Background: an optimization exercise with open tools, aiming at small area, a short achievable clock period and few clock cycles. Do not read the settings as production practice. The RTL was checked by simulation tests, not by an equivalence proof against the original design. No activity file was given, so power comes from the tool's default toggle rates.

Setup of v21:
// l1ado_core
module l1ado_core (
    input  wire        clk,
    input  wire        rst,         
    input  wire        ld_we,
    input  wire [7:0]  ld_addr,
    input  wire [7:0]  ld_data,
    input  wire [7:0]  mem_raddr,
    output wire [7:0]  mem_rdata,
    input  wire        start,
    input  wire [7:0]  start_pc,
    input  wire        cap_en,
    input  wire [15:0] cap,
    output reg         busy,
    output reg         done,
    output reg  [1:0]  reason,      
    output wire [7:0]  pc,
    output wire [7:0]  acc,
    output wire [15:0] icount,
    output wire        in_req,
    input  wire        in_valid,
    input  wire [7:0]  in_data,
    output wire        out_valid,
    output wire [7:0]  out_data
);
For scale: about 5400 cells after synthesis, about 2100 flip-flops, ~120 I/O pins, roughly 100000 µm² of cells after synthesis.
Settings: LEC_CHECK=0, CAP_MARGIN=20, CORE_MARGIN=2, CORE_UTILIZATION=40, CTS_CLUSTER_DIAMETER=60, CTS_CLUSTER_SIZE=40, SETUP_SLACK_MARGIN=2.5, SLEW_MARGIN=20, SYNTH_HIERARCHICAL=1; clock period 10.0 ns.
run.sh (not shown) runs the stock make flow with config.mk's settings and CLKGATE_MAP_FILE= SYNTH_SCRIPT=/design/flow/synth_recipe.tcl, a recipe that flattens the netlist after the stock synthesis.
v21 completed end to end with timing, DRC and antenna clean.
Testbench counts of v21, summed over its fixed seeds: cycles 29,382.
The following lists how v18 was set up differently from v21:
- a change of SETUP_SLACK_MARGIN from 2.5 to 3
[summary]
Looking at clock period minus worst slack, v18 sits 0.58 ns below v21. Going from v21 to v18, area of the multi-input gates saw an increase; number of buffers and inverters on the critical path saw an increase; hold slack saw a decrease. The setup slack of v18 is larger than that of v21. Looking at met1 demand-to-capacity share in global routing across v18 and v21, the one that comes out lower is v21. v18 vs. v21: global-route met2 utilization went up by 0.64 points. NOTE design area v21->v18 increased slightly.
Here is what was changed in the inputs of v17 compared with v18.
==> flow/flow/run.sh (new file) <==
#!/bin/bash
# The standard layout, with clock tree synthesis told not to add dummy
# loads to balance the tree. Everything else is the standard flow.
set -euo pipefail
export CTS_ARGS="-sink_clustering_enable -repair_clock_nets -sink_clustering_size 40 -sink_clustering_max_diameter 60 -dont_use_dummy_load"
bash standard.sh > standard.log 2>&1
==> flow/standard.sh (new file) <==
#!/bin/bash
# synth_recipe.tcl (not shown) runs the flow's synth.tcl, then flattens the netlist and writes it again
# the make line also repeats each setting of config.mk as NAME=value (left out here)
make -C /OpenROAD-flow-scripts/flow DESIGN_CONFIG=/design/flow/config.mk WORK_HOME=/design/flow/orfs CLKGATE_MAP_FILE= SYNTH_SCRIPT=/design/flow/synth_recipe.tcl "${@:-finish}"
removed: flow/run.sh
[summary]
Every run in the comparison, v17 and v18, completed the flow with a clean layout.
On met1 global-route usage, the lower figure sits with v18, not v17.
Number of antenna violations at the first check in global routing: v17 higher than v18
Worst setup margin: v17 vs v18 up 0.077 ns
v17 against v18; total power is down by a few percent.
Delta (v17 minus v18): total CTS buffers essentially unchanged, insertion delay of the later-clocked pin in the worst-skew pair fell 0.03 ns, net load switching power shrank by 0.00066 W.
The run with more routed wire is v17, not v18.
Re core utilization of the finished layout: v17 and v18 aren't equal, and the higher value belongs to v18.

========
l1ado_core, a different RTL version from the one above (not shown whole).
Size in the first run: about 5,500 cells after synthesis, roughly 2,200 flip-flops.
clock: 10.0 ns
lec_check: 0
cap_margin: 20
core_margin: 2
core_utilization: 40
cts_cluster_diameter: 60
cts_cluster_size: 40
setup_slack_margin: 3
slew_margin: 20
synth_hierarchical: 1
Stock flow here: none of the scripts above is used.
Testbench counts at the start, summed over its fixed seeds: cycles 29,384.
Next try:
Settings changed: SETUP_SLACK_MARGIN 3 to 4.
The changed run ran to the end with no violations.
Sequential power barely changes.
Area after synthesis is unchanged.
Cell count increases by 1.5%.
Core utilization is higher by 1.2 points.
Final area grows by 2.7%.
Synthesized cell count stays the same.
Register-to-register slack improved by 0.71 ns.
Critical path depth grows by 3.

========
l1ado_core, a different RTL version from the one above (not shown whole).
For scale: ~5300 cells after synthesis, roughly 2100 flip-flops.
export LEC_CHECK = 0
export CAP_MARGIN = 20
export CORE_MARGIN = 2
export CORE_UTILIZATION = 40
export CTS_CLUSTER_DIAMETER = 60
export CTS_CLUSTER_SIZE = 40
export SETUP_SLACK_MARGIN = 3
export SLEW_MARGIN = 20
export SYNTH_HIERARCHICAL = 1
export TNS_END_PERCENT = 5
create_clock -name core_clock -period 10.0 [get_ports {clk}]
standard.sh (not shown) runs the stock make flow with config.mk's settings and CLKGATE_MAP_FILE= SYNTH_SCRIPT=/design/flow/synth_recipe.tcl, a recipe that flattens the netlist after the stock synthesis.
==> flow/flow/run.sh <==
#!/bin/bash
# The standard layout, with clock tree synthesis told not to add dummy
# loads to balance the tree. Everything else is the standard flow.
set -euo pipefail
export CTS_ARGS="-sink_clustering_enable -repair_clock_nets -sink_clustering_size 40 -sink_clustering_max_diameter 60 -dont_use_dummy_load"
bash standard.sh > standard.log 2>&1
The starting point completed without violations.
Testbench counts at the start, summed over its fixed seeds: cycles 29,377.
==> next run, changes <==
==> flow/run.sh (new file) <==
#!/bin/bash
# synth_recipe.tcl (not shown) runs the flow's synth.tcl, then flattens the netlist and writes it again
# the make line also repeats each setting of config.mk as NAME=value (left out here)
make -C /OpenROAD-flow-scripts/flow DESIGN_CONFIG=/design/flow/config.mk WORK_HOME=/design/flow/orfs CLKGATE_MAP_FILE= SYNTH_SCRIPT=/design/flow/synth_recipe.tcl finish
Settings changed: TNS_END_PERCENT 5 to default.
removed: flow/flow/run.sh
removed: flow/standard.sh
Outcome:
- The new run completed without violations
- setup slack improves by 0.091 ns
- power rises by 4.9%
- sequential share of layout area fell by 1.1 points
- clock skew is lower by 0.035 ns
- via count goes up by 0.67%
- first-iteration DRC count decreases by 1.9%

========
The RTL this note starts from:
==> flow/design.v <==
module l1ado_core (
    input  wire        clk,
    input  wire        rst,         
    input  wire        ld_we,
    input  wire [7:0]  ld_addr,
    input  wire [7:0]  ld_data,
    input  wire [7:0]  mem_raddr,
    output wire [7:0]  mem_rdata,
    input  wire        start,
    input  wire [7:0]  start_pc,
    input  wire        cap_en,
    input  wire [15:0] cap,
    output wire        busy,
    output wire        done,
    output wire [1:0]  reason,      
    output wire [7:0]  pc,
    output wire [7:0]  acc,
    output wire [15:0] icount,
    output wire        in_req,
    input  wire        in_valid,
    input  wire [7:0]  in_data,
    output wire        out_valid,
    output wire [7:0]  out_data
);
    localparam [1:0] R_HALTED = 2'd1, R_CAPPED = 2'd2, R_FAULT = 2'd3;
    reg [2047:0] mem;
    function [7:0] alu;
        input [1:0] m;
        input [7:0] x, y;
        case (m)
            2'd0: alu = x + y;
            2'd1: alu = x - y;
            default: alu = ~(x & y);
        endcase
    endfunction
    function is_op;
        input [7:0] o;
        case (o)
            8'h00, 8'h10, 8'h11, 8'h12, 8'h20, 8'h21, 8'h22,
            8'h40, 8'h41, 8'h48, 8'h49, 8'h60, 8'h61, 8'h62,
            8'hC0, 8'hC1, 8'hC8, 8'hC9, 8'hE0, 8'hE1, 8'hE2: is_op = 1'b1;
            default: is_op = 1'b0;
        endcase
    endfunction
    reg        busy_r, done_r;
    reg [1:0]  reason_r;
    reg [7:0]  a_r;
    reg [15:0] icnt, capm1;
    reg        cap_en_r, cap0_r;
    reg [7:0]  fa_r;
    reg        iv_r;           
    reg [7:0]  op_r, k_r;
    reg        ind2_r;         
    reg        hit_r;          
    reg        jz_r;           
    reg        pt_v;
    reg [7:0]  pt_tag, pt_val;
    wire e_imm  = ~op_r[6] & ~op_r[4];                   
    wire e_jmp  = op_r[4];                               
    wire e_ind  = op_r[7];
    wire e_st   = op_r[3];                               
    wire e_in   = op_r[3] & op_r[0];                     
    wire e_out  = op_r[6] & ~op_r[5] & ~op_r[3] & op_r[0];   
    wire e_wa   = ~op_r[4] & ~op_r[3] & ~(op_r[6] & ~op_r[5] & op_r[0]);  
    wire e_ok   = is_op(op_r);
    wire e_cond = (op_r[1:0] == 2'd0) | (op_r[0] & a_r[7]) | (op_r[1] & (a_r == 8'd0));
    wire e_tk   = e_jmp & e_cond;
    wire e_first = e_ind & ~ind2_r & ~hit_r;             
    wire e_wait  = e_in & ~in_valid & ~e_first;
    wire e_act   = busy_r & iv_r & ~cap0_r & e_ok;
    wire e_fin   = e_act & ~e_first & ~e_wait;           
    wire early   = busy_r & iv_r & ~cap0_r & jz_r;
    wire run     = busy_r & ~early;                      
    reg  [1023:0] mem_e, mem_o;
    integer bi;
    always @(*)
        for (bi = 0; bi < 128; bi = bi + 1) begin
            mem_e[bi*8 +: 8] = mem[(2*bi)*8 +: 8];
            mem_o[bi*8 +: 8] = mem[(2*bi+1)*8 +: 8];
        end
    wire       f_rd = iv_r & e_tk;                  
    wire [7:0] fa_c = ~run ? start_pc : f_rd ? k_r : fa_r;
    wire [6:0] fe_c = fa_c[7:1] + {6'd0, fa_c[0]};  
    wire [7:0] b_e, b_o;
    l1ado_rd128 u_rde (.d(mem_e), .a(fe_c),      .y(b_e));
    l1ado_rd128 u_rdo (.d(mem_o), .a(fa_c[7:1]), .y(b_o));
    wire [7:0] op_f = fa_c[0] ? b_o : b_e;
    wire [7:0] k_f  = fa_c[0] ? b_e : b_o;
    wire [7:0] ea   = hit_r ? pt_val : k_r;          
    wire [7:0] pa   = ~run ? mem_raddr : ea;
    wire [7:0] mc;
    l1ado_rd256 u_rdc (.d(mem), .a(pa), .y(mc));
    wire [7:0] src   = e_imm ? k_r : mc;
    wire [7:0] a_new = op_r[5] ? alu(op_r[1:0], a_r, src) : src;
    wire [7:0] npc   = e_tk ? k_r : fa_r;
    wire       cap_last = cap_en_r & (icnt == capm1);
    wire       stop_h = e_fin & (npc == 8'd0);
    wire       stop_c = e_fin & ~stop_h & cap_last;
    wire       stop_f = busy_r & iv_r & ~cap0_r & ~e_ok;
    wire       stop   = stop_h | stop_c | stop_f | (busy_r & cap0_r);
    wire [7:0] w_addr = ~run ? ld_addr : ea;
    wire [7:0] w_data = ~run ? ld_data : (e_in ? in_data : a_r);
    wire       w_ex   = e_act & e_st & ~e_first & ~e_wait;
    wire       w_en   = (~run & ld_we) | w_ex;
    wire       f_hit  = w_ex & ((ea == fa_r) | (ea == fa_r + 8'd1));
    wire       adv    = busy_r & ~stop & ~f_hit & (~iv_r | e_fin);
    integer wi;
    always @(posedge clk) begin
        for (wi = 0; wi < 256; wi = wi + 1)
            if (w_en && w_addr == wi) mem[wi*8 +: 8] <= w_data;
    end
    always @(posedge clk) begin
        if (rst) begin
            busy_r  <= 1'b0;
            done_r  <= 1'b0;
        end else if (!busy_r || (early && start)) begin
            if (start) begin
                busy_r     <= 1'b1;
                done_r     <= 1'b0;
                iv_r     <= 1'b1;
                op_r     <= op_f;
                k_r      <= k_f;
                hit_r    <= 1'b0;
                jz_r     <= (op_f == 8'h10) & (k_f == 8'h00);
                pt_v     <= 1'b0;
                fa_r     <= fa_c + 8'd2;
                ind2_r   <= 1'b0;
                a_r      <= 8'd0;
                icnt     <= 16'd0;
                capm1    <= cap - 16'd1;
                cap_en_r <= cap_en;
                cap0_r   <= cap_en & (cap == 16'd0);
            end
        end else begin
            if (e_act) begin
                if (e_wa & ~e_first) a_r <= a_new;
                if (e_first) begin
                    ind2_r <= 1'b1;
                    k_r    <= mc;
                    pt_v   <= 1'b1;
                    pt_tag <= k_r;
                    pt_val <= mc;
                end
            end
            if (e_fin) begin
                icnt   <= icnt + 16'd1;
                ind2_r <= 1'b0;
                iv_r   <= 1'b0;
            end
            if (w_ex && w_addr == pt_tag) pt_val <= w_data;
            if (adv) begin
                iv_r   <= 1'b1;
                op_r   <= op_f;
                k_r    <= k_f;
                hit_r  <= pt_v & (k_f == pt_tag) & op_f[7];
                jz_r   <= (op_f == 8'h10) & (k_f == 8'h00);
                fa_r   <= fa_c + 8'd2;
            end
            if (stop) begin
                if (stop_h) reason_r <= R_HALTED;
                else if (stop_f) reason_r <= R_FAULT;
                else reason_r <= R_CAPPED;
                if (stop_f) fa_r <= fa_r - 8'd1;
                else if (cap0_r) fa_r <= fa_r - 8'd2;
                else fa_r <= npc;
                busy_r <= 1'b0;
                done_r <= 1'b1;
            end
        end
    end
    assign mem_rdata = mc;
    assign busy      = run;
    assign done      = done_r | early;
    assign reason    = early ? R_HALTED : reason_r;
    assign pc        = early ? 8'd0 : fa_r;
    assign acc       = a_r;
    assign icount    = early ? icnt + 16'd1 : icnt;
    assign in_req    = e_act & e_in & ~e_first;
    assign out_valid = e_act & e_out & ~e_first;
    assign out_data  = mc;
endmodule
module l1ado_rd128 (
    input  wire [1023:0] d,
    input  wire [6:0]    a,
    output wire [7:0]    y
);
    wire [511:0] l1;
    wire [127:0] l2;
    wire [31:0]  l3;
    genvar i;
    generate
        for (i = 0; i < 64; i = i + 1) begin : g1
            assign l1[i*8 +: 8] = a[0] ? d[(2*i+1)*8 +: 8] : d[(2*i)*8 +: 8];
        end
        for (i = 0; i < 16; i = i + 1) begin : g2
            assign l2[i*8 +: 8] = l1[(4*i + a[2:1])*8 +: 8];
        end
        for (i = 0; i < 4; i = i + 1) begin : g3
            assign l3[i*8 +: 8] = l2[(4*i + a[4:3])*8 +: 8];
        end
    endgenerate
    assign y = l3[a[6:5]*8 +: 8];
endmodule
module l1ado_rd256 (
    input  wire [2047:0] d,
    input  wire [7:0]    a,
    output wire [7:0]    y
);
    wire [511:0] l1;
    wire [127:0] l2;
    wire [31:0]  l3;
    genvar i;
    generate
        for (i = 0; i < 64; i = i + 1) begin : g1
            assign l1[i*8 +: 8] = d[(4*i + a[1:0])*8 +: 8];
        end
        for (i = 0; i < 16; i = i + 1) begin : g2
            assign l2[i*8 +: 8] = l1[(4*i + a[3:2])*8 +: 8];
        end
        for (i = 0; i < 4; i = i + 1) begin : g3
            assign l3[i*8 +: 8] = l2[(4*i + a[5:4])*8 +: 8];
        end
    endgenerate
    assign y = l3[a[7:6]*8 +: 8];
endmodule
Settings: LEC_CHECK=0, CAP_MARGIN=20, CORE_MARGIN=2, CORE_UTILIZATION=40, CTS_CLUSTER_DIAMETER=60, CTS_CLUSTER_SIZE=40, SETUP_SLACK_MARGIN=3, SLEW_MARGIN=20, SYNTH_HIERARCHICAL=1, TNS_END_PERCENT=5; clock period 10.0 ns.
==> flow/flow/run.sh <==
#!/bin/bash
# The standard layout with two changes: clock tree synthesis adds no dummy
# loads to balance the tree, and the port buffers are plain buf_2 cells
# (which repair can resize) rather than the resizer's default pick.
# Everything else is the standard flow (standard.sh).
set -euo pipefail
export CTS_ARGS="-sink_clustering_enable -repair_clock_nets -sink_clustering_size 40 -sink_clustering_max_diameter 60 -dont_use_dummy_load"
export BUFFER_PORTS_ARGS="-buffer_cell sky130_fd_sc_hd__buf_2"
bash standard.sh > standard.log 2>&1
The first run reached the layout checks and failed them: max-slew violations.
Testbench counts at the start, summed over its fixed seeds: cycles 29,223.
Edit:
==> flow/flow/run.sh (replaced) <==
#!/bin/bash
# The standard layout, with clock tree synthesis told not to add dummy
# loads to balance the tree. Everything else is the standard flow.
set -euo pipefail
export CTS_ARGS="-sink_clustering_enable -repair_clock_nets -sink_clustering_size 40 -sink_clustering_max_diameter 60 -dont_use_dummy_load"
bash standard.sh > standard.log 2>&1
--- a/flow/config.mk
+++ b/flow/config.mk
@@ -15,2 +15 @@
 export SYNTH_HIERARCHICAL = 1
-export TNS_END_PERCENT = 5
=>
- The new run finished with timing, DRC and antenna clean
- wire length went down by 1.7%
- worst setup slack improves by 0.094 ns
- die area does not change
- cell count rose by 1.0%

========
== the previous run ==
Another version of the RTL of l1ado_core (not shown whole).
Size: about 5,500 cells after synthesis, ~120 I/O pins, roughly 100,000 sq um of cells after synthesis.
clock: 10.0 ns
lec_check: 0
cap_margin: 20
core_margin: 2
core_utilization: 40
cts_cluster_diameter: 60
cts_cluster_size: 40
setup_slack_margin: 3.3
slew_margin: 20
synth_hierarchical: 1
==> flow/flow/run.sh <==
#!/bin/bash
# The standard layout with two changes: clock tree synthesis adds no dummy
# loads to balance the tree, and the port buffers are plain buf_4 cells
# (which repair can resize) rather than the resizer's default pick.
# Everything else is the standard flow (standard.sh).
set -euo pipefail
export CTS_ARGS="-sink_clustering_enable -repair_clock_nets -sink_clustering_size 40 -sink_clustering_max_diameter 60 -dont_use_dummy_load"
export BUFFER_PORTS_ARGS="-buffer_cell sky130_fd_sc_hd__buf_4"
bash standard.sh > standard.log 2>&1
Testbench counts of the previous run, summed over its fixed seeds: cycles 29,382.
The following lists how the current run was set up differently from the previous run:
# the previous run
export LEC_CHECK = 0
export CAP_MARGIN = 20
export CORE_MARGIN = 2
export CORE_UTILIZATION = 40
export CTS_CLUSTER_DIAMETER = 60
export CTS_CLUSTER_SIZE = 40
export SETUP_SLACK_MARGIN = 3.3
export SLEW_MARGIN = 20
export SYNTH_HIERARCHICAL = 1
create_clock -name core_clock -period 10.0 [get_ports {clk}]
# the current run
export LEC_CHECK = 0
export CAP_MARGIN = 20
export CORE_MARGIN = 2
export CORE_UTILIZATION = 40
export CTS_CLUSTER_DIAMETER = 60
export CTS_CLUSTER_SIZE = 40
export SETUP_SLACK_MARGIN = 3
export SLEW_MARGIN = 20
export SYNTH_HIERARCHICAL = 1
create_clock -name core_clock -period 10.0 [get_ports {clk}]
==> flow/flow/run.sh <==
#!/bin/bash
# The standard layout, with clock tree synthesis told not to add dummy
# loads to balance the tree. Everything else is the standard flow.
set -euo pipefail
export CTS_ARGS="-sink_clustering_enable -repair_clock_nets -sink_clustering_size 40 -sink_clustering_max_diameter 60 -dont_use_dummy_load"
bash standard.sh > standard.log 2>&1
==> comparison <==
Delta (the current run minus the previous run): logic gate share of total power increased by 0.2 points relative to the old numbers; minimum setup slack after placement fell by 970 ps; final antenna diode count picked up an extra 3. When the current run is measured against the previous run, its met1 wire length turns out about 0.34% lower. Delta (the current run minus the previous run): count of cells resized by post-cts repair picked up an extra about 17%; final design area excluding fillers +740 sq um. Comparing the previous run and the current run, wire length is lower on the current run. Compared with the previous run, the current run instantiates a larger number of cells. Between the current run and the previous run, it is the current run whose minimum period implied by the final worst setup slack is lower, by 92 ps. Worst-skew pair later-pin latency delta (the current run -> the previous run): insignificant. The current run consumes more power than the previous run does.

==> re-timing with driven ports <==
How much do the figures lean on ideal ports? The routed layouts below were timed once more, with nothing changed but the port constraints. Step 1 assumes that a clkbuf_16 drives the clock port and a buf_2 every other input. Step 2 also shifts input and output timing later by t, the mid clock arrival at the registers, as if the neighbouring blocks saw the same clock. Three values: ideal ports, drivers, drivers and shift; two values: the first two.
run	t, ns	slack for setup (ns)	slew at the worst register clock pin (ns)	cell pins on the clock port's net
v21	0.940	2.274 / 2.250 / 1.850	0.11 / 0.11	1
v18	0.941	2.850 / 2.823 / 2.290	0.11 / 0.11	1
v17	0.907	2.928 / 2.859 / 2.304	0.11 / 0.11	1
the first run of note 2	0.948	2.853 / 2.830 / 2.389	0.10 / 0.10	1
the second run of note 2	0.954	2.923 / 2.879 / 2.641	0.11 / 0.11	1
the first run of note 3	0.931	2.807 / 2.778 / 2.346	0.10 / 0.10	1
the second run of note 3	0.958	2.898 / 2.844 / 2.186	0.10 / 0.10	1
the first run of note 4	0.927	2.775 / 2.745 / 2.228	0.11 / 0.11	1
the second run of note 4	0.927	2.869 / 2.836 / 2.241	0.11 / 0.11	1
the previous run	0.921	2.841 / 2.752 / 2.441	0.10 / 0.10	1
the current run	0.927	2.933 / 2.888 / 2.401	0.11 / 0.11	1
The setup slack of the second run of note 3, which loses most, moves by -0.054 ns with the drivers and by -0.712 ns with both steps.
